Background: an optimization exercise with open tools, aiming at small area, a short achievable clock period and few clock cycles per item. Do not read the settings as production practice. At most, simulation tests tie the RTL to the original design; equivalence was not proved. Power is estimated from default activity; no workload was simulated.

== build 22 ==
## rs_parity
module rs_parity (
    input  wire       clk,
    input  wire       rst,
    input  wire       s_valid,
    output wire       s_ready,
    input  wire [7:0] s_data,
    input  wire       s_last,
    input  wire [4:0] ecc_len,
    output wire       m_valid,
    input  wire       m_ready,
    output wire [7:0] m_data,
    output wire       m_last
);
Size in the first run: ~5700 cells after synthesis, ~630 flip-flops, about 29 I/O pins, roughly 0.046 mm^2 of cells after synthesis.
clock: 8.0 ns
lec_check: 0
cap_margin: 20
core_margin: 2
core_utilization: 45
cts_cluster_diameter: 100
cts_cluster_size: 24
setup_slack_margin: 5.0
slew_margin: 20
synth_hierarchical: 1
run.sh (not shown) runs the stock make flow with config.mk's settings and CLKGATE_MAP_FILE= SYNTH_SCRIPT=/design/flow/synth_recipe.tcl, a recipe that flattens the netlist after the stock synthesis.
Testbench counts of build 22, summed over its fixed seeds: cycles 12,602, bytes 12,345.
### build 22 -> build 48
- CORE_UTILIZATION: 45 -> 50
- PLACE_DENSITY: unset -> 0.7
- SLEW_MARGIN: 20 -> 30
Findings:
- Setup slack after layout delta (build 48 − build 22): favourable
- Maximum frequency sits higher in build 48 than in build 22.
- Build 48 ended with less routed wire length than build 22.
- Build 22 ended up with eoh[16] as its beginning of the critical path; build 48 ended up with eoh[17].
- A capturing instance or port of the critical path of rem[70] is what build 48 shows, while rem[114] belongs to build 22.
### build 48 -> build 41
- TNS_END_PERCENT newly set to 50
Going from build 48 to build 41, wire length on met1 saw an increase; clock network fraction of design power lower; number of nets in the final layout went up 24.
Number of antenna repair diodes in build 41 is 1 below build 48.
Of build 48 and build 41, the run reporting the higher number of global-route vias before repair was build 41.
Route | build 41 vs build 48 | wire longer in build 41
Looking at clock tree buffer count of the final layout, build 41 sits about 3.6% lower than build 48 does.
Global-route usage: build 41 higher than build 48
Compare build 48 and build 41 | number of optimization iterations in the first detailed-route pass higher: build 48
Taking build 48 as the reference, in build 41 path depth of the worst reg2reg path grew by 3; total power after layout grew by 1.4%.
Modified inputs, build 28 compared to build 41
- a change of PLACE_DENSITY from 0.7 to 0.8
- a deleted TNS_END_PERCENT that had been 50
Results
- There was hardly any difference in via count of the first global-routing pass between build 28 and build 41.
- The overall power of the completed layout in build 28 is 1.06 times that in build 41.
- Looking at largest vdd supply drop, build 28 sits about 3.5% below build 41.
- From build 41 to build 28 the numbers moved as follows: via count saw an increase, total routing resource utilization after global routing saw little to no change, share of power burned in combinational logic saw an increase.
- Taking build 41 as the reference point, the post-synthesis to final-layout area growth of build 28 rises by 3.3 points.
- Pin count of the biggest net entering global routing ends up lower on build 41.

---

Setup of exp/xenon:
rs_parity, a different RTL version from the one above (not shown whole).
Size: ~5200 cells after synthesis, about 630 flip-flops.
// rs_parity
module rs_parity (
    input  wire       clk,
    input  wire       rst,
    input  wire       s_valid,
    output wire       s_ready,
    input  wire [7:0] s_data,
    input  wire       s_last,
    input  wire [4:0] ecc_len,
    output wire       m_valid,
    input  wire       m_ready,
    output wire [7:0] m_data,
    output wire       m_last
);
clock: 8.0 ns
lec_check: 0
cap_margin: 20
core_margin: 2
core_utilization: 45
cts_cluster_diameter: 100
cts_cluster_size: 30
setup_slack_margin: 5.0
slew_margin: 20
synth_hierarchical: 1
standard.sh (not shown) runs the stock make flow with config.mk's settings and CLKGATE_MAP_FILE= SYNTH_SCRIPT=/design/flow/synth_recipe.tcl, a recipe that flattens the netlist after the stock synthesis.
==> flow/flow/run.sh <==
#!/bin/bash
# Layout: the standard flow (standard.sh, unchanged synthesis and steps),
# with the port buffers that placement inserts made plain buffers
# (sky130_fd_sc_hd__buf_2) instead of the delay-cell buffer buffer_ports picks
# by default; the resizer can still size them. Every input and output port is
# still buffered. The whole make output goes to standard.log here; each tool's
# own log is under orfs/logs/.
set -euo pipefail
export BUFFER_PORTS_ARGS="-buffer_cell sky130_fd_sc_hd__buf_2"
bash standard.sh > standard.log 2>&1
--- input diff exp/xenon..exp/maple ---
==> flow/run.sh (new file) <==
#!/bin/bash
# synth_recipe.tcl (not shown) runs the flow's synth.tcl, then flattens the netlist and writes it again
# the make line also repeats each setting of config.mk as NAME=value (left out here)
make -C /OpenROAD-flow-scripts/flow DESIGN_CONFIG=/design/flow/config.mk WORK_HOME=/design/flow/orfs CLKGATE_MAP_FILE= SYNTH_SCRIPT=/design/flow/synth_recipe.tcl finish
removed: flow/flow/run.sh
removed: flow/standard.sh
==> run summary <==
- Wire length deteriorates in exp/maple relative to exp/xenon.
- exp/maple -> exp/xenon: buffers plus inverters on the worst setup path delta 0, exact match
- exp/maple vs. exp/xenon: largest stage delay on the critical path went down by 190 ps.
- exp/maple leaves more setup margin than exp/xenon.
- Diff exp/maple..exp/xenon | proportion of power drawn by the clock network | negligible
- Going from exp/xenon to exp/maple, the shortest clock period the worst path allows after layout was found to have gone down by 37 ps.
- Clock-pin slew reported for the worst setup and hold paths after clock tree synthesis essentially unchanged between exp/xenon and exp/maple.
- Cells: exp/maple has more instances than exp/xenon
- On power density over cell area, the higher figure sits with exp/maple, not exp/xenon.
- Between exp/maple and exp/xenon, the routed via count divided by cell count figures differ only marginally.
No run of this note included a check of the RTL's function; only the layout flow was run.

[static timing again, ports no longer ideal]
The flow's constraints put no driver on any port. The routed layouts listed below were extracted and timed again, unchanged, in two steps. Step 1: set_driving_cell puts a clkbuf_16 on clk and a buf_2 on each other input, an assumption about the parent block. Step 2 also shifts input and output timing later by t, the mid clock arrival at the registers, as if the neighbouring blocks saw the same clock. a / b / c = no drivers / after step 1 / after step 2; a / b = the first two.
run	t (ns)	setup WS [ns]	worst setup path at the end	worst register clock-pin slew, ns	worst slew at a driven data input, ns
build 22	0.715	4.889 / 4.889 / 4.388	input to register	0.10 / 0.10	0.12
build 48	0.715	4.944 / 4.944 / 4.380	input to register	0.10 / 0.10	0.05
build 41	0.710	4.896 / 4.837 / 4.424	input to register	0.11 / 0.11	0.04
build 28	0.713	4.871 / 4.871 / 4.429	input to register	0.11 / 0.11	0.07
exp/xenon	0.718	4.879 / 4.879 / 4.341	input to register	0.12 / 0.12	0.04
exp/maple	0.746	4.916 / 4.916 / 4.384	input to register	0.12 / 0.12	0.04
After both steps setup and hold are still met in every run listed. For build 48, which loses most, drivers alone change the setup slack by 0.000 ns; drivers and shift together by -0.564 ns.
